This design comes from an exercise in tuning for small area, a short achievable clock period and few clock cycles per item on the open sky130 flow, not from production work. RTL that was checked went through simulation tests only; none was proved equivalent to the original. Function not checked in run 2: the RTL went through the layout flow alone.

==> flow/design.v (outline; a module is shown in full before it is edited, if it fits) <==
// module dmr_fec: 2353 lines
module dmr_fec (
    input  wire         clk,
    input  wire         rst,         
    input  wire         start,
    input  wire [1:0]   op,
    input  wire [195:0] din,
    output wire         ready,
    output reg          done,
    output reg  [195:0] dout,
    output reg          corr,
    output reg          fail,
    output reg  [7:0]   ncorr
);
  // ...
==> flow/run.sh <==
#!/bin/bash
# synth_recipe.tcl (not shown) runs the flow's synth.tcl, then flattens the netlist and writes it again
# the make line also repeats each setting of config.mk as NAME=value (left out here)
make -C /OpenROAD-flow-scripts/flow DESIGN_CONFIG=/design/flow/config.mk WORK_HOME=/design/flow/orfs CLKGATE_MAP_FILE= SYNTH_SCRIPT=/design/flow/synth_recipe.tcl finish
==> flow/config.mk <==
export PLATFORM = sky130hd
export DESIGN_NAME = dmr_fec
export DESIGN_NICKNAME = dmr_fec
export VERILOG_FILES = /design/flow/design.v
export SDC_FILE = /design/flow/constraint.sdc
export NUM_CORES = 8
export LEC_CHECK = 0
export CAP_MARGIN = 20
export CORE_MARGIN = 2
export CORE_UTILIZATION = 25
export PLACE_DENSITY = 0.45
export SLEW_MARGIN = 20
==> flow/constraint.sdc <==
create_clock -name core_clock -period 50.0 [get_ports {clk}]
set_input_delay 10.0000 -clock core_clock [delete_from_list [all_inputs] [get_ports {clk}]]
set_output_delay 10.0000 -clock core_clock [all_outputs]
set_load 0.01 [all_outputs]
==> results.sh, run 1 <==
export IMPL_muxShareOfSynthArea_pct=9.01
export IMPL_clkSinkCount=605
export IMPL_buffers=719
export IMPL_root_buffer="clkbuf_16"
export IMPL_htree_levels=3
export IMPL_grt_pass1_vias=51300
export IMPL_crit_family="adder cells"
export IMPL_synth_adder_area_share_pct=11.2
export IMPL_instances_no_fill=10000
export IMPL_synth_cell_types=110
export IMPL_io_pins=409
export IMPL_outcome="complete, no violations"
export IMPL_hold_path_depth=1
export IMPL_worstSkewPairLatency_ps=810
export IMPL_synth_top_family_by_area="XOR/XNOR gates"
export IMPL_syn_cell_area_um2=60900
export IMPL_grt_use_met2_pct=49.5
export IMPL_synth_area_top_cells="dfxtp_1, xnor2_1, fa_1, edfxtp_1, xor2_1"
export IMPL_syn_num_nets=6759
export IMPL_gr_usage_met1_pct=49.4
export IMPL_fmax_ghz=0.0496
export IMPL_mostFrequentLayoutCells="xnor2_1, xor2_1, inv_1, nand2_1, clkdlybuf4s50_1"
export IMPL_cts_repair_resized=0
export IMPL_critical_path_buf_inv_count=9
Testbench counts, summed over its fixed seeds: cycles 5,628, items 4,800.
==> run 2: changes to the inputs <==
--- a/flow/design.v
+++ b/flow/design.v
@@ -17,7 +17,8 @@
     reg         iter;        
     reg [2:0]   npass;       
     reg [195:0] w0;          
-    assign ready = !(iter && v);
+    reg         rdy;         
+    assign ready = rdy;
     wire in_enc = (op == 2'd0);
     wire [195:0] din_m;
     assign din_m[0] = !in_enc & din[0];
@@ -32,10 +33,10 @@
     assign din_m[9] = in_enc ? din[5] : din[61];
     assign din_m[10] = in_enc ? din[6] : din[46];
     assign din_m[11] = in_enc ? din[7] : din[31];
-    assign din_m[12] = !in_enc & din[16];
-    assign din_m[13] = !in_enc & din[1];
-    assign din_m[14] = !in_enc & din[182];
-    assign din_m[15] = !in_enc & din[167];
+    assign din_m[12] = din[16];
+    assign din_m[13] = din[1];
+    assign din_m[14] = din[182];
+    assign din_m[15] = din[167];
     assign din_m[16] = in_enc ? din[8] : din[152];
     assign din_m[17] = in_enc ? din[9] : din[137];
     assign din_m[18] = in_enc ? din[10] : din[122];
@@ -47,10 +48,10 @@
     assign din_m[24] = in_enc ? din[16] : din[32];
     assign din_m[25] = in_enc ? din[17] : din[17];
     assign din_m[26] = in_enc ? din[18] : din[2];
-    assign din_m[27] = !in_enc & din[183];
-    assign din_m[28] = !in_enc & din[168];
-    assign din_m[29] = !in_enc & din[153];
-    assign din_m[30] = !in_enc & din[138];
+    assign din_m[27] = din[183];
+    assign din_m[28] = din[168];
+    assign din_m[29] = din[153];
+    assign din_m[30] = din[138];
     assign din_m[31] = in_enc ? din[19] : din[123];
     assign din_m[32] = in_enc ? din[20] : din[108];
     assign din_m[33] = in_enc ? din[21] : din[93];
@@ -62,10 +63,10 @@
     assign din_m[39] = in_enc ? din[27] : din[3];
     assign din_m[40] = in_enc ? din[28] : din[184];
     assign din_m[41] = in_enc ? din[29] : din[169];
-    assign din_m[42] = !in_enc & din[154];
-    assign din_m[43] = !in_enc & din[139];
-    assign din_m[44] = !in_enc & din[124];
-    assign din_m[45] = !in_enc & din[109];
+    assign din_m[42] = din[154];
+    assign din_m[43] = din[139];
+    assign din_m[44] = din[124];
+    assign din_m[45] = din[109];
     assign din_m[46] = in_enc ? din[30] : din[94];
     assign din_m[47] = in_enc ? din[31] : din[79];
     assign din_m[48] = in_enc ? din[32] : din[64];
@@ -77,10 +78,10 @@
     assign din_m[54] = in_enc ? din[38] : din[170];
     assign din_m[55] = in_enc ? din[39] : din[155];
     assign din_m[56] = in_enc ? din[40] : din[140];
-    assign din_m[57] = !in_enc & din[125];
-    assign din_m[58] = !in_enc & din[110];
-    assign din_m[59] = !in_enc & din[95];
-    assign din_m[60] = !in_enc & din[80];
+    assign din_m[57] = din[125];
+    assign din_m[58] = din[110];
+    assign din_m[59] = din[95];
+    assign din_m[60] = din[80];
     assign din_m[61] = in_enc ? din[41] : din[65];
     assign din_m[62] = in_enc ? din[42] : din[50];
     assign din_m[63] = in_enc ? din[43] : din[35];
@@ -92,10 +93,10 @@
     assign din_m[69] = in_enc ? din[49] : din[141];
     assign din_m[70] = in_enc ? din[50] : din[126];
     assign din_m[71] = in_enc ? din[51] : din[111];
-    assign din_m[72] = !in_enc & din[96];
-    assign din_m[73] = !in_enc & din[81];
-    assign din_m[74] = !in_enc & din[66];
-    assign din_m[75] = !in_enc & din[51];
+    assign din_m[72] = din[96];
+    assign din_m[73] = din[81];
+    assign din_m[74] = din[66];
+    assign din_m[75] = din[51];
     assign din_m[76] = in_enc ? din[52] : din[36];
     assign din_m[77] = in_enc ? din[53] : din[21];
     assign din_m[78] = in_enc ? din[54] : din[6];
@@ -107,10 +108,10 @@
     assign din_m[84] = in_enc ? din[60] : din[112];
     assign din_m[85] = in_enc ? din[61] : din[97];
     assign din_m[86] = in_enc ? din[62] : din[82];
-    assign din_m[87] = !in_enc & din[67];
-    assign din_m[88] = !in_enc & din[52];
-    assign din_m[89] = !in_enc & din[37];
-    assign din_m[90] = !in_enc & din[22];
+    assign din_m[87] = din[67];
+    assign din_m[88] = din[52];
+    assign din_m[89] = din[37];
+    assign din_m[90] = din[22];
     assign din_m[91] = in_enc ? din[63] : din[7];
     assign din_m[92] = in_enc ? din[64] : din[188];
     assign din_m[93] = in_enc ? din[65] : din[173];
@@ -122,10 +123,10 @@
     assign din_m[99] = in_enc ? din[71] : din[83];
     assign din_m[100] = in_enc ? din[72] : din[68];
     assign din_m[101] = in_enc ? din[73] : din[53];
-    assign din_m[102] = !in_enc & din[38];
-    assign din_m[103] = !in_enc & din[23];
-    assign din_m[104] = !in_enc & din[8];
-    assign din_m[105] = !in_enc & din[189];
+    assign din_m[102] = din[38];
+    assign din_m[103] = din[23];
+    assign din_m[104] = din[8];
+    assign din_m[105] = din[189];
     assign din_m[106] = in_enc ? din[74] : din[174];
     assign din_m[107] = in_enc ? din[75] : din[159];
     assign din_m[108] = in_enc ? din[76] : din[144];
@@ -137,10 +138,10 @@
     assign din_m[114] = in_enc ? din[82] : din[54];
     assign din_m[115] = in_enc ? din[83] : din[39];
     assign din_m[116] = in_enc ? din[84] : din[24];
-    assign din_m[117] = !in_enc & din[9];
-    assign din_m[118] = !in_enc & din[190];
-    assign din_m[119] = !in_enc & din[175];
-    assign din_m[120] = !in_enc & din[160];
+    assign din_m[117] = din[9];
+    assign din_m[118] = din[190];
+    assign din_m[119] = din[175];
+    assign din_m[120] = din[160];
     assign din_m[121] = in_enc ? din[85] : din[145];
     assign din_m[122] = in_enc ? din[86] : din[130];
     assign din_m[123] = in_enc ? din[87] : din[115];
@@ -152,70 +153,70 @@
     assign din_m[129] = in_enc ? din[93] : din[25];
     assign din_m[130] = in_enc ? din[94] : din[10];
     assign din_m[131] = in_enc ? din[95] : din[191];
-    assign din_m[132] = !in_enc & din[176];
-    assign din_m[133] = !in_enc & din[161];
-    assign din_m[134] = !in_enc & din[146];
-    assign din_m[135] = !in_enc & din[131];
-    assign din_m[136] = !in_enc & din[116];
-    assign din_m[137] = !in_enc & din[101];
-    assign din_m[138] = !in_enc & din[86];
-    assign din_m[139] = !in_enc & din[71];
-    assign din_m[140] = !in_enc & din[56];
-    assign din_m[141] = !in_enc & din[41];
-    assign din_m[142] = !in_enc & din[26];
-    assign din_m[143] = !in_enc & din[11];
-    assign din_m[144] = !in_enc & din[192];
-    assign din_m[145] = !in_enc & din[177];
-    assign din_m[146] = !in_enc & din[162];
-    assign din_m[147] = !in_enc & din[147];
-    assign din_m[148] = !in_enc & din[132];
-    assign din_m[149] = !in_enc & din[117];
-    assign din_m[150] = !in_enc & din[102];
-    assign din_m[151] = !in_enc & din[87];
-    assign din_m[152] = !in_enc & din[72];
-    assign din_m[153] = !in_enc & din[57];
-    assign din_m[154] = !in_enc & din[42];
-    assign din_m[155] = !in_enc & din[27];
-    assign din_m[156] = !in_enc & din[12];
-    assign din_m[157] = !in_enc & din[193];
-    assign din_m[158] = !in_enc & din[178];
-    assign din_m[159] = !in_enc & din[163];
-    assign din_m[160] = !in_enc & din[148];
-    assign din_m[161] = !in_enc & din[133];
-    assign din_m[162] = !in_enc & din[118];
-    assign din_m[163] = !in_enc & din[103];
-    assign din_m[164] = !in_enc & din[88];
-    assign din_m[165] = !in_enc & din[73];
-    assign din_m[166] = !in_enc & din[58];
-    assign din_m[167] = !in_enc & din[43];
-    assign din_m[168] = !in_enc & din[28];
-    assign din_m[169] = !in_enc & din[13];
-    assign din_m[170] = !in_enc & din[194];
-    assign din_m[171] = !in_enc & din[179];
-    assign din_m[172] = !in_enc & din[164];
-    assign din_m[173] = !in_enc & din[149];
-    assign din_m[174] = !in_enc & din[134];
-    assign din_m[175] = !in_enc & din[119];
-    assign din_m[176] = !in_enc & din[104];
-    assign din_m[177] = !in_enc & din[89];
-    assign din_m[178] = !in_enc & din[74];
-    assign din_m[179] = !in_enc & din[59];
-    assign din_m[180] = !in_enc & din[44];
-    assign din_m[181] = !in_enc & din[29];
-    assign din_m[182] = !in_enc & din[14];
-    assign din_m[183] = !in_enc & din[195];
-    assign din_m[184] = !in_enc & din[180];
-    assign din_m[185] = !in_enc & din[165];
-    assign din_m[186] = !in_enc & din[150];
-    assign din_m[187] = !in_enc & din[135];
-    assign din_m[188] = !in_enc & din[120];
-    assign din_m[189] = !in_enc & din[105];
-    assign din_m[190] = !in_enc & din[90];
-    assign din_m[191] = !in_enc & din[75];
-    assign din_m[192] = !in_enc & din[60];
-    assign din_m[193] = !in_enc & din[45];
-    assign din_m[194] = !in_enc & din[30];
-    assign din_m[195] = !in_enc & din[15];
+    assign din_m[132] = din[176];
+    assign din_m[133] = din[161];
+    assign din_m[134] = din[146];
+    assign din_m[135] = din[131];
+    assign din_m[136] = din[116];
+    assign din_m[137] = din[101];
+    assign din_m[138] = din[86];
+    assign din_m[139] = din[71];
+    assign din_m[140] = din[56];
+    assign din_m[141] = din[41];
+    assign din_m[142] = din[26];
+    assign din_m[143] = din[11];
+    assign din_m[144] = din[192];
+    assign din_m[145] = din[177];
+    assign din_m[146] = din[162];
+    assign din_m[147] = din[147];
+    assign din_m[148] = din[132];
+    assign din_m[149] = din[117];
+    assign din_m[150] = din[102];
+    assign din_m[151] = din[87];
+    assign din_m[152] = din[72];
+    assign din_m[153] = din[57];
+    assign din_m[154] = din[42];
+    assign din_m[155] = din[27];
+    assign din_m[156] = din[12];
+    assign din_m[157] = din[193];
+    assign din_m[158] = din[178];
+    assign din_m[159] = din[163];
+    assign din_m[160] = din[148];
+    assign din_m[161] = din[133];
+    assign din_m[162] = din[118];
+    assign din_m[163] = din[103];
+    assign din_m[164] = din[88];
+    assign din_m[165] = din[73];
+    assign din_m[166] = din[58];
+    assign din_m[167] = din[43];
+    assign din_m[168] = din[28];
+    assign din_m[169] = din[13];
+    assign din_m[170] = din[194];
+    assign din_m[171] = din[179];
+    assign din_m[172] = din[164];
+    assign din_m[173] = din[149];
+    assign din_m[174] = din[134];
+    assign din_m[175] = din[119];
+    assign din_m[176] = din[104];
+    assign din_m[177] = din[89];
+    assign din_m[178] = din[74];
+    assign din_m[179] = din[59];
+    assign din_m[180] = din[44];
+    assign din_m[181] = din[29];
+    assign din_m[182] = din[14];
+    assign din_m[183] = din[195];
+    assign din_m[184] = din[180];
+    assign din_m[185] = din[165];
+    assign din_m[186] = din[150];
+    assign din_m[187] = din[135];
+    assign din_m[188] = din[120];
+    assign din_m[189] = din[105];
+    assign din_m[190] = din[90];
+    assign din_m[191] = din[75];
+    assign din_m[192] = din[60];
+    assign din_m[193] = din[45];
+    assign din_m[194] = din[30];
+    assign din_m[195] = din[15];
     wire dec_act = iter || (v && rop == 2'd1);
     wire u1_enc  = !iter && (rop == 2'd0);
     wire [195:0] u1_in;
@@ -859,15 +860,15 @@
     assign cf[180] = (csd14 == 4'h4) | (u1_enc & cs14[2]);
     assign cf[195] = (csd14 == 4'h8) | (u1_enc & cs14[3]);
     wire [195:0] u1_out = m1 ^ cf;
-    wire [3:0] rt0 = {u1_out[1] ^ u1_out[2] ^ u1_out[3] ^ u1_out[5] ^ u1_out[7] ^ u1_out[8] ^ u1_out[11] ^ u1_out[15], u1_out[3] ^ u1_out[4] ^ u1_out[5] ^ u1_out[6] ^ u1_out[8] ^ u1_out[10] ^ u1_out[11] ^ u1_out[14], u1_out[2] ^ u1_out[3] ^ u1_out[4] ^ u1_out[5] ^ u1_out[7] ^ u1_out[9] ^ u1_out[10] ^ u1_out[13], u1_out[1] ^ u1_out[2] ^ u1_out[3] ^ u1_out[4] ^ u1_out[6] ^ u1_out[8] ^ u1_out[9] ^ u1_out[12]};
-    wire [3:0] rt1 = {u1_out[16] ^ u1_out[17] ^ u1_out[18] ^ u1_out[20] ^ u1_out[22] ^ u1_out[23] ^ u1_out[26] ^ u1_out[30], u1_out[18] ^ u1_out[19] ^ u1_out[20] ^ u1_out[21] ^ u1_out[23] ^ u1_out[25] ^ u1_out[26] ^ u1_out[29], u1_out[17] ^ u1_out[18] ^ u1_out[19] ^ u1_out[20] ^ u1_out[22] ^ u1_out[24] ^ u1_out[25] ^ u1_out[28], u1_out[16] ^ u1_out[17] ^ u1_out[18] ^ u1_out[19] ^ u1_out[21] ^ u1_out[23] ^ u1_out[24] ^ u1_out[27]};
-    wire [3:0] rt2 = {u1_out[31] ^ u1_out[32] ^ u1_out[33] ^ u1_out[35] ^ u1_out[37] ^ u1_out[38] ^ u1_out[41] ^ u1_out[45], u1_out[33] ^ u1_out[34] ^ u1_out[35] ^ u1_out[36] ^ u1_out[38] ^ u1_out[40] ^ u1_out[41] ^ u1_out[44], u1_out[32] ^ u1_out[33] ^ u1_out[34] ^ u1_out[35] ^ u1_out[37] ^ u1_out[39] ^ u1_out[40] ^ u1_out[43], u1_out[31] ^ u1_out[32] ^ u1_out[33] ^ u1_out[34] ^ u1_out[36] ^ u1_out[38] ^ u1_out[39] ^ u1_out[42]};
-    wire [3:0] rt3 = {u1_out[46] ^ u1_out[47] ^ u1_out[48] ^ u1_out[50] ^ u1_out[52] ^ u1_out[53] ^ u1_out[56] ^ u1_out[60], u1_out[48] ^ u1_out[49] ^ u1_out[50] ^ u1_out[51] ^ u1_out[53] ^ u1_out[55] ^ u1_out[56] ^ u1_out[59], u1_out[47] ^ u1_out[48] ^ u1_out[49] ^ u1_out[50] ^ u1_out[52] ^ u1_out[54] ^ u1_out[55] ^ u1_out[58], u1_out[46] ^ u1_out[47] ^ u1_out[48] ^ u1_out[49] ^ u1_out[51] ^ u1_out[53] ^ u1_out[54] ^ u1_out[57]};
-    wire [3:0] rt4 = {u1_out[61] ^ u1_out[62] ^ u1_out[63] ^ u1_out[65] ^ u1_out[67] ^ u1_out[68] ^ u1_out[71] ^ u1_out[75], u1_out[63] ^ u1_out[64] ^ u1_out[65] ^ u1_out[66] ^ u1_out[68] ^ u1_out[70] ^ u1_out[71] ^ u1_out[74], u1_out[62] ^ u1_out[63] ^ u1_out[64] ^ u1_out[65] ^ u1_out[67] ^ u1_out[69] ^ u1_out[70] ^ u1_out[73], u1_out[61] ^ u1_out[62] ^ u1_out[63] ^ u1_out[64] ^ u1_out[66] ^ u1_out[68] ^ u1_out[69] ^ u1_out[72]};
-    wire [3:0] rt5 = {u1_out[76] ^ u1_out[77] ^ u1_out[78] ^ u1_out[80] ^ u1_out[82] ^ u1_out[83] ^ u1_out[86] ^ u1_out[90], u1_out[78] ^ u1_out[79] ^ u1_out[80] ^ u1_out[81] ^ u1_out[83] ^ u1_out[85] ^ u1_out[86] ^ u1_out[89], u1_out[77] ^ u1_out[78] ^ u1_out[79] ^ u1_out[80] ^ u1_out[82] ^ u1_out[84] ^ u1_out[85] ^ u1_out[88], u1_out[76] ^ u1_out[77] ^ u1_out[78] ^ u1_out[79] ^ u1_out[81] ^ u1_out[83] ^ u1_out[84] ^ u1_out[87]};
-    wire [3:0] rt6 = {u1_out[91] ^ u1_out[92] ^ u1_out[93] ^ u1_out[95] ^ u1_out[97] ^ u1_out[98] ^ u1_out[101] ^ u1_out[105], u1_out[93] ^ u1_out[94] ^ u1_out[95] ^ u1_out[96] ^ u1_out[98] ^ u1_out[100] ^ u1_out[101] ^ u1_out[104], u1_out[92] ^ u1_out[93] ^ u1_out[94] ^ u1_out[95] ^ u1_out[97] ^ u1_out[99] ^ u1_out[100] ^ u1_out[103], u1_out[91] ^ u1_out[92] ^ u1_out[93] ^ u1_out[94] ^ u1_out[96] ^ u1_out[98] ^ u1_out[99] ^ u1_out[102]};
-    wire [3:0] rt7 = {u1_out[106] ^ u1_out[107] ^ u1_out[108] ^ u1_out[110] ^ u1_out[112] ^ u1_out[113] ^ u1_out[116] ^ u1_out[120], u1_out[108] ^ u1_out[109] ^ u1_out[110] ^ u1_out[111] ^ u1_out[113] ^ u1_out[115] ^ u1_out[116] ^ u1_out[119], u1_out[107] ^ u1_out[108] ^ u1_out[109] ^ u1_out[110] ^ u1_out[112] ^ u1_out[114] ^ u1_out[115] ^ u1_out[118], u1_out[106] ^ u1_out[107] ^ u1_out[108] ^ u1_out[109] ^ u1_out[111] ^ u1_out[113] ^ u1_out[114] ^ u1_out[117]};
-    wire [3:0] rt8 = {u1_out[121] ^ u1_out[122] ^ u1_out[123] ^ u1_out[125] ^ u1_out[127] ^ u1_out[128] ^ u1_out[131] ^ u1_out[135], u1_out[123] ^ u1_out[124] ^ u1_out[125] ^ u1_out[126] ^ u1_out[128] ^ u1_out[130] ^ u1_out[131] ^ u1_out[134], u1_out[122] ^ u1_out[123] ^ u1_out[124] ^ u1_out[125] ^ u1_out[127] ^ u1_out[129] ^ u1_out[130] ^ u1_out[133], u1_out[121] ^ u1_out[122] ^ u1_out[123] ^ u1_out[124] ^ u1_out[126] ^ u1_out[128] ^ u1_out[129] ^ u1_out[132]};
+    wire [3:0] rt0 = {cf[1] ^ cf[2] ^ cf[3] ^ cf[5] ^ cf[7] ^ cf[8] ^ cf[11] ^ cf[15], cf[3] ^ cf[4] ^ cf[5] ^ cf[6] ^ cf[8] ^ cf[10] ^ cf[11] ^ cf[14], cf[2] ^ cf[3] ^ cf[4] ^ cf[5] ^ cf[7] ^ cf[9] ^ cf[10] ^ cf[13], cf[1] ^ cf[2] ^ cf[3] ^ cf[4] ^ cf[6] ^ cf[8] ^ cf[9] ^ cf[12]};
+    wire [3:0] rt1 = {cf[16] ^ cf[17] ^ cf[18] ^ cf[20] ^ cf[22] ^ cf[23] ^ cf[26] ^ cf[30], cf[18] ^ cf[19] ^ cf[20] ^ cf[21] ^ cf[23] ^ cf[25] ^ cf[26] ^ cf[29], cf[17] ^ cf[18] ^ cf[19] ^ cf[20] ^ cf[22] ^ cf[24] ^ cf[25] ^ cf[28], cf[16] ^ cf[17] ^ cf[18] ^ cf[19] ^ cf[21] ^ cf[23] ^ cf[24] ^ cf[27]};
+    wire [3:0] rt2 = {cf[31] ^ cf[32] ^ cf[33] ^ cf[35] ^ cf[37] ^ cf[38] ^ cf[41] ^ cf[45], cf[33] ^ cf[34] ^ cf[35] ^ cf[36] ^ cf[38] ^ cf[40] ^ cf[41] ^ cf[44], cf[32] ^ cf[33] ^ cf[34] ^ cf[35] ^ cf[37] ^ cf[39] ^ cf[40] ^ cf[43], cf[31] ^ cf[32] ^ cf[33] ^ cf[34] ^ cf[36] ^ cf[38] ^ cf[39] ^ cf[42]};
+    wire [3:0] rt3 = {cf[46] ^ cf[47] ^ cf[48] ^ cf[50] ^ cf[52] ^ cf[53] ^ cf[56] ^ cf[60], cf[48] ^ cf[49] ^ cf[50] ^ cf[51] ^ cf[53] ^ cf[55] ^ cf[56] ^ cf[59], cf[47] ^ cf[48] ^ cf[49] ^ cf[50] ^ cf[52] ^ cf[54] ^ cf[55] ^ cf[58], cf[46] ^ cf[47] ^ cf[48] ^ cf[49] ^ cf[51] ^ cf[53] ^ cf[54] ^ cf[57]};
+    wire [3:0] rt4 = {cf[61] ^ cf[62] ^ cf[63] ^ cf[65] ^ cf[67] ^ cf[68] ^ cf[71] ^ cf[75], cf[63] ^ cf[64] ^ cf[65] ^ cf[66] ^ cf[68] ^ cf[70] ^ cf[71] ^ cf[74], cf[62] ^ cf[63] ^ cf[64] ^ cf[65] ^ cf[67] ^ cf[69] ^ cf[70] ^ cf[73], cf[61] ^ cf[62] ^ cf[63] ^ cf[64] ^ cf[66] ^ cf[68] ^ cf[69] ^ cf[72]};
+    wire [3:0] rt5 = {cf[76] ^ cf[77] ^ cf[78] ^ cf[80] ^ cf[82] ^ cf[83] ^ cf[86] ^ cf[90], cf[78] ^ cf[79] ^ cf[80] ^ cf[81] ^ cf[83] ^ cf[85] ^ cf[86] ^ cf[89], cf[77] ^ cf[78] ^ cf[79] ^ cf[80] ^ cf[82] ^ cf[84] ^ cf[85] ^ cf[88], cf[76] ^ cf[77] ^ cf[78] ^ cf[79] ^ cf[81] ^ cf[83] ^ cf[84] ^ cf[87]};
+    wire [3:0] rt6 = {cf[91] ^ cf[92] ^ cf[93] ^ cf[95] ^ cf[97] ^ cf[98] ^ cf[101] ^ cf[105], cf[93] ^ cf[94] ^ cf[95] ^ cf[96] ^ cf[98] ^ cf[100] ^ cf[101] ^ cf[104], cf[92] ^ cf[93] ^ cf[94] ^ cf[95] ^ cf[97] ^ cf[99] ^ cf[100] ^ cf[103], cf[91] ^ cf[92] ^ cf[93] ^ cf[94] ^ cf[96] ^ cf[98] ^ cf[99] ^ cf[102]};
+    wire [3:0] rt7 = {cf[106] ^ cf[107] ^ cf[108] ^ cf[110] ^ cf[112] ^ cf[113] ^ cf[116] ^ cf[120], cf[108] ^ cf[109] ^ cf[110] ^ cf[111] ^ cf[113] ^ cf[115] ^ cf[116] ^ cf[119], cf[107] ^ cf[108] ^ cf[109] ^ cf[110] ^ cf[112] ^ cf[114] ^ cf[115] ^ cf[118], cf[106] ^ cf[107] ^ cf[108] ^ cf[109] ^ cf[111] ^ cf[113] ^ cf[114] ^ cf[117]};
+    wire [3:0] rt8 = {cf[121] ^ cf[122] ^ cf[123] ^ cf[125] ^ cf[127] ^ cf[128] ^ cf[131] ^ cf[135], cf[123] ^ cf[124] ^ cf[125] ^ cf[126] ^ cf[128] ^ cf[130] ^ cf[131] ^ cf[134], cf[122] ^ cf[123] ^ cf[124] ^ cf[125] ^ cf[127] ^ cf[129] ^ cf[130] ^ cf[133], cf[121] ^ cf[122] ^ cf[123] ^ cf[124] ^ cf[126] ^ cf[128] ^ cf[129] ^ cf[132]};
     wire rows_nz = (|rt0) | (|rt1) | (|rt2) | (|rt3) | (|rt4) | (|rt5) | (|rt6) | (|rt7) | (|rt8);
     wire cols_left = (cs0 == 4'h9) | (cs0 == 4'hB) | (cs1 == 4'h9) | (cs1 == 4'hB) | (cs2 == 4'h9) | (cs2 == 4'hB) | (cs3 == 4'h9) | (cs3 == 4'hB) | (cs4 == 4'h9) | (cs4 == 4'hB) | (cs5 == 4'h9) | (cs5 == 4'hB) | (cs6 == 4'h9) | (cs6 == 4'hB) | (cs7 == 4'h9) | (cs7 == 4'hB) | (cs8 == 4'h9) | (cs8 == 4'hB) | (cs9 == 4'h9) | (cs9 == 4'hB) | (cs10 == 4'h9) | (cs10 == 4'hB) | (cs11 == 4'h9) | (cs11 == 4'hB) | (cs12 == 4'h9) | (cs12 == 4'hB) | (cs13 == 4'h9) | (cs13 == 4'hB) | (cs14 == 4'h9) | (cs14 == 4'hB);
     wire consistent = !rows_nz && !cols_left;
@@ -1246,7 +1247,57 @@
     wire pc_370 = (pc_364 & pc_365) | (pc_364 & pc_308) | (pc_365 & pc_308);
     wire pc_371 = pc_370 ^ pc_366 ^ pc_367;
     wire pc_372 = (pc_370 & pc_366) | (pc_370 & pc_367) | (pc_366 & pc_367);
-    wire [7:0] ndiff = {1'b0, pc_372, pc_371, pc_369, pc_363, pc_357, pc_347, pc_309} + {1'b0, pc_368, 1'b0, 1'b0, 1'b0, pc_303, 1'b0, 1'b0};
+    wire pc_a_g0_0 = pc_309 & 1'b0;
+    wire pc_a_p0_0 = pc_309 ^ 1'b0;
+    wire pc_a_g0_1 = pc_347 & 1'b0;
+    wire pc_a_p0_1 = pc_347 ^ 1'b0;
+    wire pc_a_g0_2 = pc_357 & pc_303;
+    wire pc_a_p0_2 = pc_357 ^ pc_303;
+    wire pc_a_g0_3 = pc_363 & 1'b0;
+    wire pc_a_p0_3 = pc_363 ^ 1'b0;
+    wire pc_a_g0_4 = pc_369 & 1'b0;
+    wire pc_a_p0_4 = pc_369 ^ 1'b0;
+    wire pc_a_g0_5 = pc_371 & 1'b0;
+    wire pc_a_p0_5 = pc_371 ^ 1'b0;
+    wire pc_a_g0_6 = pc_372 & pc_368;
+    wire pc_a_p0_6 = pc_372 ^ pc_368;
+    wire pc_a_g0_7 = 1'b0 & 1'b0;
+    wire pc_a_p0_7 = 1'b0 ^ 1'b0;
+    wire pc_a_g1_1 = pc_a_g0_1 | (pc_a_p0_1 & pc_a_g0_0);
+    wire pc_a_p1_1 = pc_a_p0_1 & pc_a_p0_0;
+    wire pc_a_g1_2 = pc_a_g0_2 | (pc_a_p0_2 & pc_a_g0_1);
+    wire pc_a_p1_2 = pc_a_p0_2 & pc_a_p0_1;
+    wire pc_a_g1_3 = pc_a_g0_3 | (pc_a_p0_3 & pc_a_g0_2);
+    wire pc_a_p1_3 = pc_a_p0_3 & pc_a_p0_2;
+    wire pc_a_g1_4 = pc_a_g0_4 | (pc_a_p0_4 & pc_a_g0_3);
+    wire pc_a_p1_4 = pc_a_p0_4 & pc_a_p0_3;
+    wire pc_a_g1_5 = pc_a_g0_5 | (pc_a_p0_5 & pc_a_g0_4);
+    wire pc_a_p1_5 = pc_a_p0_5 & pc_a_p0_4;
+    wire pc_a_g1_6 = pc_a_g0_6 | (pc_a_p0_6 & pc_a_g0_5);
+    wire pc_a_p1_6 = pc_a_p0_6 & pc_a_p0_5;
+    wire pc_a_g1_7 = pc_a_g0_7 | (pc_a_p0_7 & pc_a_g0_6);
+    wire pc_a_p1_7 = pc_a_p0_7 & pc_a_p0_6;
+    wire pc_a_g2_2 = pc_a_g1_2 | (pc_a_p1_2 & pc_a_g0_0);
+    wire pc_a_p2_2 = pc_a_p1_2 & pc_a_p0_0;
+    wire pc_a_g2_3 = pc_a_g1_3 | (pc_a_p1_3 & pc_a_g1_1);
+    wire pc_a_p2_3 = pc_a_p1_3 & pc_a_p1_1;
+    wire pc_a_g2_4 = pc_a_g1_4 | (pc_a_p1_4 & pc_a_g1_2);
+    wire pc_a_p2_4 = pc_a_p1_4 & pc_a_p1_2;
+    wire pc_a_g2_5 = pc_a_g1_5 | (pc_a_p1_5 & pc_a_g1_3);
+    wire pc_a_p2_5 = pc_a_p1_5 & pc_a_p1_3;
+    wire pc_a_g2_6 = pc_a_g1_6 | (pc_a_p1_6 & pc_a_g1_4);
+    wire pc_a_p2_6 = pc_a_p1_6 & pc_a_p1_4;
+    wire pc_a_g2_7 = pc_a_g1_7 | (pc_a_p1_7 & pc_a_g1_5);
+    wire pc_a_p2_7 = pc_a_p1_7 & pc_a_p1_5;
+    wire pc_a_g3_4 = pc_a_g2_4 | (pc_a_p2_4 & pc_a_g0_0);
+    wire pc_a_p3_4 = pc_a_p2_4 & pc_a_p0_0;
+    wire pc_a_g3_5 = pc_a_g2_5 | (pc_a_p2_5 & pc_a_g1_1);
+    wire pc_a_p3_5 = pc_a_p2_5 & pc_a_p1_1;
+    wire pc_a_g3_6 = pc_a_g2_6 | (pc_a_p2_6 & pc_a_g2_2);
+    wire pc_a_p3_6 = pc_a_p2_6 & pc_a_p2_2;
+    wire pc_a_g3_7 = pc_a_g2_7 | (pc_a_p2_7 & pc_a_g2_3);
+    wire pc_a_p3_7 = pc_a_p2_7 & pc_a_p2_3;
+    wire [7:0] ndiff = {(pc_a_p0_7 ^ pc_a_g3_6), (pc_a_p0_6 ^ pc_a_g3_5), (pc_a_p0_5 ^ pc_a_g3_4), (pc_a_p0_4 ^ pc_a_g2_3), (pc_a_p0_3 ^ pc_a_g2_2), (pc_a_p0_2 ^ pc_a_g1_1), (pc_a_p0_1 ^ pc_a_g0_0), (pc_a_p0_0)};
     wire e_enc = (rop == 2'd2);
     wire [71:0] el;     
     assign el[0] = rin[0];
@@ -1468,11 +1519,11 @@
     assign em[8] = e_enc ? el[8] : rin[48];
     assign em[9] = e_enc ? el[9] : rin[152];
     assign em[10] = e_enc ? el[10] : rin[60];
-    assign em[11] = !e_enc & rin[164];
-    assign em[12] = !e_enc & rin[72];
-    assign em[13] = !e_enc & rin[176];
-    assign em[14] = !e_enc & rin[84];
-    assign em[15] = !e_enc & rin[188];
+    assign em[11] = rin[164];
+    assign em[12] = rin[72];
+    assign em[13] = rin[176];
+    assign em[14] = rin[84];
+    assign em[15] = rin[188];
     assign em[16] = e_enc ? el[11] : rin[13];
     assign em[17] = e_enc ? el[12] : rin[117];
     assign em[18] = e_enc ? el[13] : rin[25];
@@ -1484,11 +1535,11 @@
     assign em[24] = e_enc ? el[19] : rin[61];
     assign em[25] = e_enc ? el[20] : rin[165];
     assign em[26] = e_enc ? el[21] : rin[73];
-    assign em[27] = !e_enc & rin[177];
-    assign em[28] = !e_enc & rin[85];
-    assign em[29] = !e_enc & rin[189];
-    assign em[30] = !e_enc & rin[97];
-    assign em[31] = !e_enc & rin[5];
+    assign em[27] = rin[177];
+    assign em[28] = rin[85];
+    assign em[29] = rin[189];
+    assign em[30] = rin[97];
+    assign em[31] = rin[5];
     assign em[32] = e_enc ? el[22] : rin[26];
     assign em[33] = e_enc ? el[23] : rin[130];
     assign em[34] = e_enc ? el[24] : rin[38];
@@ -1499,12 +1550,12 @@
     assign em[39] = e_enc ? el[29] : rin[166];
     assign em[40] = e_enc ? el[30] : rin[74];
     assign em[41] = e_enc ? el[31] : rin[178];
-    assign em[42] = e_enc ? cs_enc[4] : rin[86];
-    assign em[43] = !e_enc & rin[190];
-    assign em[44] = !e_enc & rin[98];
-    assign em[45] = !e_enc & rin[6];
-    assign em[46] = !e_enc & rin[110];
-    assign em[47] = !e_enc & rin[18];
+    assign em[42] = !e_enc & rin[86];
+    assign em[43] = rin[190];
+    assign em[44] = rin[98];
+    assign em[45] = rin[6];
+    assign em[46] = rin[110];
+    assign em[47] = rin[18];
     assign em[48] = e_enc ? el[32] : rin[39];
     assign em[49] = e_enc ? el[33] : rin[143];
     assign em[50] = e_enc ? el[34] : rin[51];
@@ -1515,12 +1566,12 @@
     assign em[55] = e_enc ? el[39] : rin[179];
     assign em[56] = e_enc ? el[40] : rin[87];
     assign em[57] = e_enc ? el[41] : rin[191];
-    assign em[58] = e_enc ? cs_enc[3] : rin[99];
-    assign em[59] = !e_enc & rin[7];
-    assign em[60] = !e_enc & rin[111];
-    assign em[61] = !e_enc & rin[19];
-    assign em[62] = !e_enc & rin[123];
-    assign em[63] = !e_enc & rin[31];
+    assign em[58] = !e_enc & rin[99];
+    assign em[59] = rin[7];
+    assign em[60] = rin[111];
+    assign em[61] = rin[19];
+    assign em[62] = rin[123];
+    assign em[63] = rin[31];
     assign em[64] = e_enc ? el[42] : rin[52];
     assign em[65] = e_enc ? el[43] : rin[156];
     assign em[66] = e_enc ? el[44] : rin[64];
@@ -1531,12 +1582,12 @@
     assign em[71] = e_enc ? el[49] : rin[192];
     assign em[72] = e_enc ? el[50] : rin[100];
     assign em[73] = e_enc ? el[51] : rin[8];
-    assign em[74] = e_enc ? cs_enc[2] : rin[112];
-    assign em[75] = !e_enc & rin[20];
-    assign em[76] = !e_enc & rin[124];
-    assign em[77] = !e_enc & rin[32];
-    assign em[78] = !e_enc & rin[136];
-    assign em[79] = !e_enc & rin[44];
+    assign em[74] = !e_enc & rin[112];
+    assign em[75] = rin[20];
+    assign em[76] = rin[124];
+    assign em[77] = rin[32];
+    assign em[78] = rin[136];
+    assign em[79] = rin[44];
     assign em[80] = e_enc ? el[52] : rin[65];
     assign em[81] = e_enc ? el[53] : rin[169];
     assign em[82] = e_enc ? el[54] : rin[77];
@@ -1547,12 +1598,12 @@
     assign em[87] = e_enc ? el[59] : rin[9];
     assign em[88] = e_enc ? el[60] : rin[113];
     assign em[89] = e_enc ? el[61] : rin[21];
-    assign em[90] = e_enc ? cs_enc[1] : rin[125];
-    assign em[91] = !e_enc & rin[33];
-    assign em[92] = !e_enc & rin[137];
-    assign em[93] = !e_enc & rin[45];
-    assign em[94] = !e_enc & rin[149];
-    assign em[95] = !e_enc & rin[57];
+    assign em[90] = !e_enc & rin[125];
+    assign em[91] = rin[33];
+    assign em[92] = rin[137];
+    assign em[93] = rin[45];
+    assign em[94] = rin[149];
+    assign em[95] = rin[57];
     assign em[96] = e_enc ? el[62] : rin[78];
     assign em[97] = e_enc ? el[63] : rin[182];
     assign em[98] = e_enc ? el[64] : rin[90];
@@ -1563,12 +1614,12 @@
     assign em[103] = e_enc ? el[69] : rin[22];
     assign em[104] = e_enc ? el[70] : rin[126];
     assign em[105] = e_enc ? el[71] : rin[34];
-    assign em[106] = e_enc ? cs_enc[0] : rin[138];
-    assign em[107] = !e_enc & rin[46];
-    assign em[108] = !e_enc & rin[150];
-    assign em[109] = !e_enc & rin[58];
-    assign em[110] = !e_enc & rin[162];
-    assign em[111] = !e_enc & rin[70];
+    assign em[106] = !e_enc & rin[138];
+    assign em[107] = rin[46];
+    assign em[108] = rin[150];
+    assign em[109] = rin[58];
+    assign em[110] = rin[162];
+    assign em[111] = rin[70];
     assign em[112] = !e_enc & rin[91];
     assign em[113] = !e_enc & rin[195];
     assign em[114] = !e_enc & rin[103];
@@ -1746,6 +1797,7 @@
     assign ecp[13] = emf[13] ^ emf[29] ^ emf[45] ^ emf[61] ^ emf[77] ^ emf[93] ^ emf[109] ^ emf[125];
     assign ecp[14] = emf[14] ^ emf[30] ^ emf[46] ^ emf[62] ^ emf[78] ^ emf[94] ^ emf[110] ^ emf[126];
     assign ecp[15] = emf[15] ^ emf[31] ^ emf[47] ^ emf[63] ^ emf[79] ^ emf[95] ^ emf[111] ^ emf[127];
+    wire cs_x = ^cs_enc;
     wire [127:0] e_out;    
     assign e_out[0] = emf[0];
     assign e_out[1] = emf[16];
@@ -1829,12 +1881,12 @@
     assign e_out[79] = ecp[9];
     assign e_out[80] = emf[10];
     assign e_out[81] = emf[26];
-    assign e_out[82] = emf[42];
-    assign e_out[83] = emf[58];
-    assign e_out[84] = emf[74];
-    assign e_out[85] = emf[90];
-    assign e_out[86] = emf[106];
-    assign e_out[87] = ecp[10];
+    assign e_out[82] = cs_enc[4];
+    assign e_out[83] = cs_enc[3];
+    assign e_out[84] = cs_enc[2];
+    assign e_out[85] = cs_enc[1];
+    assign e_out[86] = cs_enc[0];
+    assign e_out[87] = ecp[10] ^ cs_x;
     assign e_out[88] = emf[11];
     assign e_out[89] = emf[27];
     assign e_out[90] = emf[43];
@@ -1853,28 +1905,28 @@
     assign e_out[103] = ecp[12];
     assign e_out[104] = emf[13];
     assign e_out[105] = emf[29];
-    assign e_out[106] = emf[45];
-    assign e_out[107] = emf[61];
-    assign e_out[108] = emf[77];
-    assign e_out[109] = emf[93];
-    assign e_out[110] = emf[109];
-    assign e_out[111] = ecp[13];
+    assign e_out[106] = emf[45] ^ cs_enc[4];
+    assign e_out[107] = emf[61] ^ cs_enc[3];
+    assign e_out[108] = emf[77] ^ cs_enc[2];
+    assign e_out[109] = emf[93] ^ cs_enc[1];
+    assign e_out[110] = emf[109] ^ cs_enc[0];
+    assign e_out[111] = ecp[13] ^ cs_x;
     assign e_out[112] = emf[14];
     assign e_out[113] = emf[30];
-    assign e_out[114] = emf[46];
-    assign e_out[115] = emf[62];
-    assign e_out[116] = emf[78];
-    assign e_out[117] = emf[94];
-    assign e_out[118] = emf[110];
-    assign e_out[119] = ecp[14];
+    assign e_out[114] = emf[46] ^ cs_enc[4];
+    assign e_out[115] = emf[62] ^ cs_enc[3];
+    assign e_out[116] = emf[78] ^ cs_enc[2];
+    assign e_out[117] = emf[94] ^ cs_enc[1];
+    assign e_out[118] = emf[110] ^ cs_enc[0];
+    assign e_out[119] = ecp[14] ^ cs_x;
     assign e_out[120] = emf[15];
     assign e_out[121] = emf[31];
-    assign e_out[122] = emf[47];
-    assign e_out[123] = emf[63];
-    assign e_out[124] = emf[79];
-    assign e_out[125] = emf[95];
-    assign e_out[126] = emf[111];
-    assign e_out[127] = ecp[15];
+    assign e_out[122] = emf[47] ^ cs_enc[4];
+    assign e_out[123] = emf[63] ^ cs_enc[3];
+    assign e_out[124] = emf[79] ^ cs_enc[2];
+    assign e_out[125] = emf[95] ^ cs_enc[1];
+    assign e_out[126] = emf[111] ^ cs_enc[0];
+    assign e_out[127] = ecp[15] ^ cs_x;
     wire [71:0] dl;     
     assign dl[0] = emf[0];
     assign dl[1] = emf[1];
@@ -2001,8 +2053,8 @@
     wire cd_50 = (cd_1 & cd_3) | (cd_1 & cd_5) | (cd_3 & cd_5);
     wire cd_51 = cd_7 ^ cd_9 ^ cd_11;
     wire cd_52 = (cd_7 & cd_9) | (cd_7 & cd_11) | (cd_9 & cd_11);
-    wire cd_53 = cd_44 ^ cd_46 ^ cd_48;
-    wire cd_54 = (cd_44 & cd_46) | (cd_44 & cd_48) | (cd_46 & cd_48);
+    wire cd_53 = ~dcs[0] ^ cd_44 ^ cd_46;
+    wire cd_54 = (~dcs[0] & cd_44) | (~dcs[0] & cd_46) | (cd_44 & cd_46);
     wire cd_55 = cd_2 ^ cd_4 ^ cd_6;
     wire cd_56 = (cd_2 & cd_4) | (cd_2 & cd_6) | (cd_4 & cd_6);
     wire cd_57 = cd_8 ^ cd_10 ^ cd_12;
@@ -2031,59 +2083,69 @@
     wire cd_80 = (cd_43 & cd_45) | (cd_43 & cd_47) | (cd_45 & cd_47);
     wire cd_81 = cd_49 ^ cd_51 ^ cd_53;
     wire cd_82 = (cd_49 & cd_51) | (cd_49 & cd_53) | (cd_51 & cd_53);
-    wire cd_83 = cd_50 ^ cd_52 ^ cd_54;
-    wire cd_84 = (cd_50 & cd_52) | (cd_50 & cd_54) | (cd_52 & cd_54);
-    wire cd_85 = cd_55 ^ cd_57 ^ cd_59;
-    wire cd_86 = (cd_55 & cd_57) | (cd_55 & cd_59) | (cd_57 & cd_59);
-    wire cd_87 = cd_56 ^ cd_58 ^ cd_60;
-    wire cd_88 = (cd_56 & cd_58) | (cd_56 & cd_60) | (cd_58 & cd_60);
-    wire cd_89 = cd_62 ^ cd_63 ^ cd_65;
-    wire cd_90 = (cd_62 & cd_63) | (cd_62 & cd_65) | (cd_63 & cd_65);
-    wire cd_91 = cd_64 ^ cd_66 ^ cd_68;
-    wire cd_92 = (cd_64 & cd_66) | (cd_64 & cd_68) | (cd_66 & cd_68);
-    wire cd_93 = cd_70 ^ cd_71 ^ cd_73;
-    wire cd_94 = (cd_70 & cd_71) | (cd_70 & cd_73) | (cd_71 & cd_73);
-    wire cd_95 = cd_72 ^ cd_74 ^ cd_76;
-    wire cd_96 = (cd_72 & cd_74) | (cd_72 & cd_76) | (cd_74 & cd_76);
-    wire cd_97 = cd_81 ^ cd_78 ^ cd_80;
-    wire cd_98 = (cd_81 & cd_78) | (cd_81 & cd_80) | (cd_78 & cd_80);
-    wire cd_99 = cd_82 ^ cd_83 ^ cd_85;
-    wire cd_100 = (cd_82 & cd_83) | (cd_82 & cd_85) | (cd_83 & cd_85);
-    wire cd_101 = cd_84 ^ cd_86 ^ cd_87;
-    wire cd_102 = (cd_84 & cd_86) | (cd_84 & cd_87) | (cd_86 & cd_87);
-    wire cd_103 = cd_89 ^ cd_67 ^ cd_69;
-    wire cd_104 = (cd_89 & cd_67) | (cd_89 & cd_69) | (cd_67 & cd_69);
-    wire cd_105 = cd_88 ^ cd_90 ^ cd_91;
-    wire cd_106 = (cd_88 & cd_90) | (cd_88 & cd_91) | (cd_90 & cd_91);
-    wire cd_107 = cd_92 ^ cd_94 ^ cd_95;
-    wire cd_108 = (cd_92 & cd_94) | (cd_92 & cd_95) | (cd_94 & cd_95);
-    wire cd_109 = cd_97 ^ cd_96 ^ cd_108;
-    wire cd_110 = (cd_97 & cd_96) | (cd_97 & cd_108) | (cd_96 & cd_108);
-    wire cd_111 = cd_98 ^ cd_99 ^ cd_61;
-    wire cd_112 = (cd_98 & cd_99) | (cd_98 & cd_61) | (cd_99 & cd_61);
-    wire cd_113 = cd_100 ^ cd_101 ^ cd_103;
-    wire cd_114 = (cd_100 & cd_101) | (cd_100 & cd_103) | (cd_101 & cd_103);
-    wire cd_115 = cd_102 ^ cd_104 ^ cd_105;
-    wire cd_116 = (cd_102 & cd_104) | (cd_102 & cd_105) | (cd_104 & cd_105);
-    wire cd_117 = cd_106 ^ cd_107 ^ cd_77;
-    wire cd_118 = (cd_106 & cd_107) | (cd_106 & cd_77) | (cd_107 & cd_77);
-    wire cd_119 = cd_114 ^ cd_115 ^ cd_93;
-    wire cd_120 = (cd_114 & cd_115) | (cd_114 & cd_93) | (cd_115 & cd_93);
-    wire cd_121 = cd_116 ^ cd_117 ^ cd_79;
-    wire cd_122 = (cd_116 & cd_117) | (cd_116 & cd_79) | (cd_117 & cd_79);
-    wire cd_123 = cd_109 ^ cd_118 ^ cd_122;
-    wire cd_124 = (cd_109 & cd_118) | (cd_109 & cd_122) | (cd_118 & cd_122);
-    wire cd_125 = cd_124 ^ cd_110 ^ cd_111;
-    wire cd_126 = (cd_124 & cd_110) | (cd_124 & cd_111) | (cd_110 & cd_111);
-    wire cd_127 = cd_126 ^ cd_112 ^ cd_113;
-    wire cd_128 = (cd_126 & cd_112) | (cd_126 & cd_113) | (cd_112 & cd_113);
-    wire cd_129 = cd_128 ^ cd_119 ^ cd_75;
-    wire cd_130 = (cd_128 & cd_119) | (cd_128 & cd_75) | (cd_119 & cd_75);
-    wire cd_131 = cd_130 ^ cd_120 ^ cd_121;
-    wire cd_132 = (cd_130 & cd_120) | (cd_130 & cd_121) | (cd_120 & cd_121);
-    wire [5:0] cd_t = {1'b0, cd_131, cd_129, cd_127, cd_125, cd_123} + {1'b0, 1'b0, 1'b0, 1'b0, 1'b0, cd_132};
-    wire [4:0] cd_u = cd_t[4:0] + {4'd0, cd_t[5]};
-    wire [4:0] cs_dec = (cd_u == 5'd31) ? 5'd0 : cd_u;
+    wire cd_83 = cd_48 ^ cd_78 ^ cd_80;
+    wire cd_84 = (cd_48 & cd_78) | (cd_48 & cd_80) | (cd_78 & cd_80);
+    wire cd_85 = cd_50 ^ cd_52 ^ cd_54;
+    wire cd_86 = (cd_50 & cd_52) | (cd_50 & cd_54) | (cd_52 & cd_54);
+    wire cd_87 = cd_55 ^ cd_57 ^ cd_59;
+    wire cd_88 = (cd_55 & cd_57) | (cd_55 & cd_59) | (cd_57 & cd_59);
+    wire cd_89 = cd_56 ^ cd_58 ^ cd_60;
+    wire cd_90 = (cd_56 & cd_58) | (cd_56 & cd_60) | (cd_58 & cd_60);
+    wire cd_91 = cd_62 ^ cd_63 ^ cd_65;
+    wire cd_92 = (cd_62 & cd_63) | (cd_62 & cd_65) | (cd_63 & cd_65);
+    wire cd_93 = cd_67 ^ cd_69 ^ ~dcs[2];
+    wire cd_94 = (cd_67 & cd_69) | (cd_67 & ~dcs[2]) | (cd_69 & ~dcs[2]);
+    wire cd_95 = cd_64 ^ cd_66 ^ cd_68;
+    wire cd_96 = (cd_64 & cd_66) | (cd_64 & cd_68) | (cd_66 & cd_68);
+    wire cd_97 = cd_70 ^ cd_71 ^ cd_73;
+    wire cd_98 = (cd_70 & cd_71) | (cd_70 & cd_73) | (cd_71 & cd_73);
+    wire cd_99 = cd_72 ^ cd_74 ^ cd_76;
+    wire cd_100 = (cd_72 & cd_74) | (cd_72 & cd_76) | (cd_74 & cd_76);
+    wire cd_101 = cd_77 ^ cd_79 ^ ~dcs[4];
+    wire cd_102 = (cd_77 & cd_79) | (cd_77 & ~dcs[4]) | (cd_79 & ~dcs[4]);
+    wire cd_103 = cd_81 ^ cd_83 ^ cd_100;
+    wire cd_104 = (cd_81 & cd_83) | (cd_81 & cd_100) | (cd_83 & cd_100);
+    wire cd_105 = cd_82 ^ cd_84 ^ cd_85;
+    wire cd_106 = (cd_82 & cd_84) | (cd_82 & cd_85) | (cd_84 & cd_85);
+    wire cd_107 = cd_87 ^ cd_61 ^ ~dcs[1];
+    wire cd_108 = (cd_87 & cd_61) | (cd_87 & ~dcs[1]) | (cd_61 & ~dcs[1]);
+    wire cd_109 = cd_86 ^ cd_88 ^ cd_89;
+    wire cd_110 = (cd_86 & cd_88) | (cd_86 & cd_89) | (cd_88 & cd_89);
+    wire cd_111 = cd_90 ^ cd_92 ^ cd_94;
+    wire cd_112 = (cd_90 & cd_92) | (cd_90 & cd_94) | (cd_92 & cd_94);
+    wire cd_113 = cd_95 ^ cd_97 ^ cd_75;
+    wire cd_114 = (cd_95 & cd_97) | (cd_95 & cd_75) | (cd_97 & cd_75);
+    wire cd_115 = cd_96 ^ cd_98 ^ cd_99;
+    wire cd_116 = (cd_96 & cd_98) | (cd_96 & cd_99) | (cd_98 & cd_99);
+    wire cd_117 = cd_103 ^ cd_102 ^ cd_116;
+    wire cd_118 = (cd_103 & cd_102) | (cd_103 & cd_116) | (cd_102 & cd_116);
+    wire cd_119 = cd_104 ^ cd_105 ^ cd_107;
+    wire cd_120 = (cd_104 & cd_105) | (cd_104 & cd_107) | (cd_105 & cd_107);
+    wire cd_121 = cd_106 ^ cd_108 ^ cd_109;
+    wire cd_122 = (cd_106 & cd_108) | (cd_106 & cd_109) | (cd_108 & cd_109);
+    wire cd_123 = cd_110 ^ cd_111 ^ cd_113;
+    wire cd_124 = (cd_110 & cd_111) | (cd_110 & cd_113) | (cd_111 & cd_113);
+    wire cd_125 = cd_112 ^ cd_114 ^ cd_115;
+    wire cd_126 = (cd_112 & cd_114) | (cd_112 & cd_115) | (cd_114 & cd_115);
+    wire cd_127 = cd_120 ^ cd_121 ^ cd_91;
+    wire cd_128 = (cd_120 & cd_121) | (cd_120 & cd_91) | (cd_121 & cd_91);
+    wire cd_129 = cd_122 ^ cd_123 ^ ~dcs[3];
+    wire cd_130 = (cd_122 & cd_123) | (cd_122 & ~dcs[3]) | (cd_123 & ~dcs[3]);
+    wire cd_131 = cd_124 ^ cd_125 ^ cd_101;
+    wire cd_132 = (cd_124 & cd_125) | (cd_124 & cd_101) | (cd_125 & cd_101);
+    wire cd_133 = cd_117 ^ cd_126 ^ cd_132;
+    wire cd_134 = (cd_117 & cd_126) | (cd_117 & cd_132) | (cd_126 & cd_132);
+    wire cd_135 = cd_134 ^ cd_118 ^ cd_119;
+    wire cd_136 = (cd_134 & cd_118) | (cd_134 & cd_119) | (cd_118 & cd_119);
+    wire cd_137 = cd_136 ^ cd_127 ^ cd_93;
+    wire cd_138 = (cd_136 & cd_127) | (cd_136 & cd_93) | (cd_127 & cd_93);
+    wire cd_139 = cd_138 ^ cd_128 ^ cd_129;
+    wire cd_140 = (cd_138 & cd_128) | (cd_138 & cd_129) | (cd_128 & cd_129);
+    wire cd_141 = cd_140 ^ cd_130 ^ cd_131;
+    wire cd_142 = (cd_140 & cd_130) | (cd_140 & cd_131) | (cd_130 & cd_131);
+    wire [4:0] cd_a = {cd_141, cd_139, cd_137, cd_135, cd_133};
+    wire [4:0] cd_b = {1'b0, 1'b0, 1'b0, 1'b0, cd_142};
+    wire cs_bad = !((cd_a == ~cd_b) | (cd_a == 5'd0 & cd_b == 5'd0) | (cd_a == 5'd31 & cd_b == 5'd31)) | (dcs == 5'd31);
     wire [6:0] efix = {^es6, ^es5, ^es4, ^es3, ^es2, ^es1, ^es0};
     wire e_even = ((es0 != 5'd0) & ~^es0) | ((es1 != 5'd0) & ~^es1) | ((es2 != 5'd0) & ~^es2) | ((es3 != 5'd0) & ~^es3) | ((es4 != 5'd0) & ~^es4) | ((es5 != 5'd0) & ~^es5) | ((es6 != 5'd0) & ~^es6);
     wire [7:0] b1a, b1m; wire [3:0] b2a, b2m; wire [1:0] b3a, b3m;
@@ -2118,7 +2180,7 @@
     wire bad_any   = b3a[0] | b3a[1];
     wire bad_multi = b3m[0] | b3m[1] | (b3a[0] & b3a[1]);
     wire e_fixed   = |efix;
-    wire e_fail = e_even | (bad_any & (e_fixed | bad_multi)) | (dcs != cs_dec);
+    wire e_fail = e_even | (bad_any & (e_fixed | bad_multi)) | cs_bad;
     wire [2:0] e_nfix = {2'd0, efix[0]} + {2'd0, efix[1]} + {2'd0, efix[2]} + {2'd0, efix[3]}
                       + {2'd0, efix[4]} + {2'd0, efix[5]} + {2'd0, efix[6]};
     wire [3:0] e_n = {1'b0, e_nfix} + {3'd0, bad_any};
@@ -2323,6 +2385,8 @@
     assign dout_n[193] = (s_mat & u1_out[157]);
     assign dout_n[194] = (s_mat & u1_out[170]);
     assign dout_n[195] = (s_mat & u1_out[183]);
+    wire v_n    = !rst && (ready ? start : v);
+    wire iter_n = !rst && dec_act && !fin;
     always @(posedge clk) begin
         w0    <= pc_in;
         dout  <= dout_n;
@@ -2340,14 +2404,9 @@
             rin <= din_m;
             rop <= op;
         end
-        if (rst) begin
-            v    <= 1'b0;
-            iter <= 1'b0;
-            done <= 1'b0;
-        end else begin
-            if (ready) v <= start;
-            iter <= dec_act && !fin;
-            done <= dec_act ? fin : v;
-        end
+        v    <= v_n;
+        iter <= iter_n;
+        rdy  <= !(iter_n && v_n);
+        done <= !rst && (dec_act ? fin : v);
     end
 endmodule
==> flow/flow/run.sh (new file) <==
#!/bin/bash
# Standard ORFS layout at the design's clock and constraints; repair_timing
# is asked to leave a setup margin so that it shortens the critical paths.
bash standard.sh SETUP_SLACK_MARGIN=38 finish > standard.log 2>&1
==> flow/standard.sh (new file) <==
#!/bin/bash
# synth_recipe.tcl (not shown) runs the flow's synth.tcl, then flattens the netlist and writes it again
# the make line also repeats each setting of config.mk as NAME=value (left out here)
make -C /OpenROAD-flow-scripts/flow DESIGN_CONFIG=/design/flow/config.mk WORK_HOME=/design/flow/orfs CLKGATE_MAP_FILE= SYNTH_SCRIPT=/design/flow/synth_recipe.tcl "${@:-finish}"
removed: flow/run.sh
==> run 2 against run 1 <==
Still clean on timing, DRC and antenna. Non-clock buffer count increased by 209. Clock skew shrank 6.6 ps. Synthesized area is 1.1% lower. Cell area is 7.4% higher. Sequential share of layout area fell by 1.2 points. Clock-buffer cell count fell by 6. Fmax rose by 68%. Highest routed layer unchanged.
==> results.sh, run 2 <==
export IMPL_maxCapViolations=0
export IMPL_crit_family="buffers and inverters"
export IMPL_timing_setup_tns_ps=0
export IMPL_via_per_inst=5.44
export IMPL_dr_pass1_iters=9
export IMPL_fin_area_um2=79200
export IMPL_fp_row_count=180
export IMPL_grt_pass1_wl_um=527000
export IMPL_grt_pass1_vias=51400
export IMPL_synth_edff_count=198
export IMPL_dp_cells=9650
export IMPL_cts_buffers=88
export IMPL_die_h_um=495
export IMPL_ys_async_sr_fraction_pct=0
export IMPL_cp_end_kind="primary output"
export IMPL_path_max_fanout=4
export IMPL_reg2reg_depth=41
export IMPL_skew_ps=64.5
export IMPL_gp_congestion=1.09
export IMPL_placed_area_um2=69300
export IMPL_avgSynthCellArea_um2=9.85
export IMPL_critPathMaxStageDelay_ps=630
export IMPL_criticalPathCategory="register to primary output"
export IMPL_cp_depth=1
export IMPL_antenna_left=0
export IMPL_drive_gt1_share_pct=22.2
export IMPL_synth_top_area_cell="dfxtp_1"
export IMPL_critical_path_buf_inv_count=1
export IMPL_nFillCells=24800
export IMPL_clock_path_buffers=3
export IMPL_num_vias=54800
export IMPL_synth_cells=6112
export IMPL_wire_per_inst_um=41.3
export IMPL_syn2layout_area_growth_pct=31.5
export IMPL_crit_arrival_ps=2010
export IMPL_instances_no_fill=10100
export IMPL_utilization_pct=33.0
export IMPL_ys_seq_area_share_pct=23.4
export IMPL_start_util_pct=25.1
export IMPL_worst_slack_ps=37990
export IMPL_cts_clk_slew_worst_paths_ps=60
export IMPL_num_nets_final=7358
export IMPL_crit_chain="clkdlybuf4s50_1"
export IMPL_dieArea_um2=245000
export IMPL_fmax_ghz=0.0833
export IMPL_clkSinkCount=606
export IMPL_cts_tree="built"
export IMPL_synth_cell_types=99
export IMPL_worstSkewPairLatency_ps=810
export IMPL_drc_errors=0
export IMPL_postRouteWirelength_um=416000
export IMPL_grt_max_degree=77
export IMPL_coreArea_um2=240000
export IMPL_outcome="complete, no violations"
export IMPL_cp_start_kind="register"
export IMPL_slew_limit_headroom_pct=5.64
export IMPL_synth_area_top_cells="dfxtp_1, xnor2_1, fa_1, edfxtp_1, xor2_1"
export IMPL_ys_warn_count=1
export IMPL_final_common_cell="xnor2_1"
export IMPL_synth_top_area_share_pct=13.6
export IMPL_die_width_um=495
export IMPL_port_buffer_count=408
export IMPL_synthTopCellsByCount="xnor2_1, xor2_1, inv_1"
export IMPL_min_path_type="register to register"
export IMPL_track_usage_pct=32.9
export IMPL_top_regs="dout: 196 flops, rin: 196 flops, w0: 195 flops"
export IMPL_dp_slack_ps=34100
export IMPL_hold_path_depth=1
export IMPL_antenna_found_initial=34
export IMPL_crit_slowest_cell="clkdlybuf4s50_1"
export IMPL_mostFrequentLayoutCells="xnor2_1, xor2_1, buf_4, inv_1, clkdlybuf4s50_1"
export IMPL_hold_violations=0
export IMPL_syn_num_nets=6667
export IMPL_critPathRequiredTime_ps=40000
export IMPL_synth_most_common_cell="xnor2_1"
export IMPL_post_dp_hpwl_um=341000
export IMPL_min_period_ps=12010
export IMPL_htree_levels=3
export IMPL_fin_crit_sh_pct=24.0
export IMPL_io_pins=409
export IMPL_ys_flop_type="dfxtp_1"
export IMPL_setup_viol=0
export IMPL_syn_cell_area_um2=60200
export IMPL_worst_slew_pin_slew_ps=1410
export IMPL_drv_slew=0
export IMPL_root_buffer="clkbuf_16"
export IMPL_synth_seq_cells=606
export IMPL_first_iter_violations=7870
export IMPL_overflow=0
export IMPL_rsz0062_at_grt="yes"
[run 2: cell types whose count changed after synthesis, sizes merged, moves of 21 or more]
cell and change:
nor2b -93, inv -59, clkbuf +55, nand2 -36, buf -31, xnor2 -31, nand3 -23, a31oi -22
mux2 +21
[run 2: worst paths after layout]
path	startpoint	endpoint	slack (ps)
setup / recovery	dout[69]	dout[69]	37990
setup reg to reg	rop[1]	dout[38]	38080
hold / removal	npass[0]	npass[0]	430
hold reg to reg	npass[0]	npass[0]	430
[run 2: stage by stage]
| stage | hold WS [ps] |
|---|---|
| 6_report | 428 |
| 3_3_place_gp | 399 |
| 3_5_place_dp | 401 |
| 4_1_cts | 441 |
| 5_1_grt | 476 |
| 2_1_floorplan | 384 |
[run 2: metal layers]
layer / global-route usage, % / wire (µm) / vias up
met3: 11.6 / 52700 / 788
met5: 0 / 126 / -
met2: 45.4 / 162000 / 3658
li1: - / - / 22100
met1: 45.3 / 175000 / 28300
met4: 15.2 / 25700 / 18
[run 2: worst reg2reg max path, delay by kind of cell, from the launching register on]
| kind | cells | cell delay [ps] |
|---|---|---|
| mux | 1 | 390 |
| xor+xnor | 3 | 870 |
| simple gates | 9 | 1700 |
| flops | 1 | 320 |
| buf+inv | 11 | 1850 |
| compound gates | 6 | 1970 |
| fa+ha+maj | 11 | 4580 |
[run 2: kinds of logic (layout without fill, tap and decap cells)]
group / count (synthesis) / in the layout / synth area share (%)
xor+xnor: 1775 / 1776 / 31.5
fa+ha+maj: 356 / 356 / 11.3
compound gates: 742 / 742 / 8.41
simple gates: 1302 / 1304 / 10.7
buf+inv: 788 / 1551 / 5.31
mux: 543 / 543 / 9.35
flops: 606 / 606 / 23.4
other cells: 0 / 17 / 0
[run 2: area by class of cell]
cell class / count / area (µm²) / area share, %
Antenna cell: 17 / 42.5 / 0.0537
Timing Repair Buffer: 928 / 8780 / 11.1
Tap cell: 3185 / 3990 / 5.03
Inverter: 457 / 1750 / 2.20
Timing Repair inverter: 1 / 11.3 / 0.0142
Clock buffer: 113 / 2390 / 3.02
Multi-Input combinational cell: 4721 / 47300 / 59.8
Clock inverter: 52 / 717 / 0.905
Sequential cell: 606 / 14200 / 17.9
[run 2: repair_timing]
action / CTS / global route
hold endpoints to repair: 0 / 0
hold buffers: 0 / 0
pin swaps: 31 / 82
setup endpoints to repair: 208 / 80
buffers inserted: 68 / 167
cloned: 9 / 4
resized for setup: 430 / 404

-- re-timing with driven ports --
In the flow no input, the clock included, has a driving cell. The finished layouts below were timed again as built, in two steps. Step 1, drivers: a clkbuf_16 drives clk and a buf_2 each remaining input, both assumed. Step 2 adds t to the input delays and takes it off the output delays; t is the mean of the earliest and latest rising clock arrival at the registers after step 1. Input paths then give back, and output paths get back, about the clock's delay inside the block. Three values: ideal, step 1, step 2; two values: the first two.
| run | t, ns | setup slack, ns | worst register clock-pin slew, ns | worst slew at a driven data input, ns | pins driven straight from the clock port |
|---|---|---|---|---|---|
| run 1 | 0.881 | 29.858 / 29.858 / 29.858 | 0.08 / 0.08 | 0.09 | 1 |
| run 2 | 0.877 | 37.988 / 37.886 / 37.334 | 0.07 / 0.07 | 0.12 | 1 |
After both steps every run listed still meets setup and hold. For run 2, which loses most, drivers alone change the setup slack by -0.102 ns; drivers and shift together by -0.654 ns.
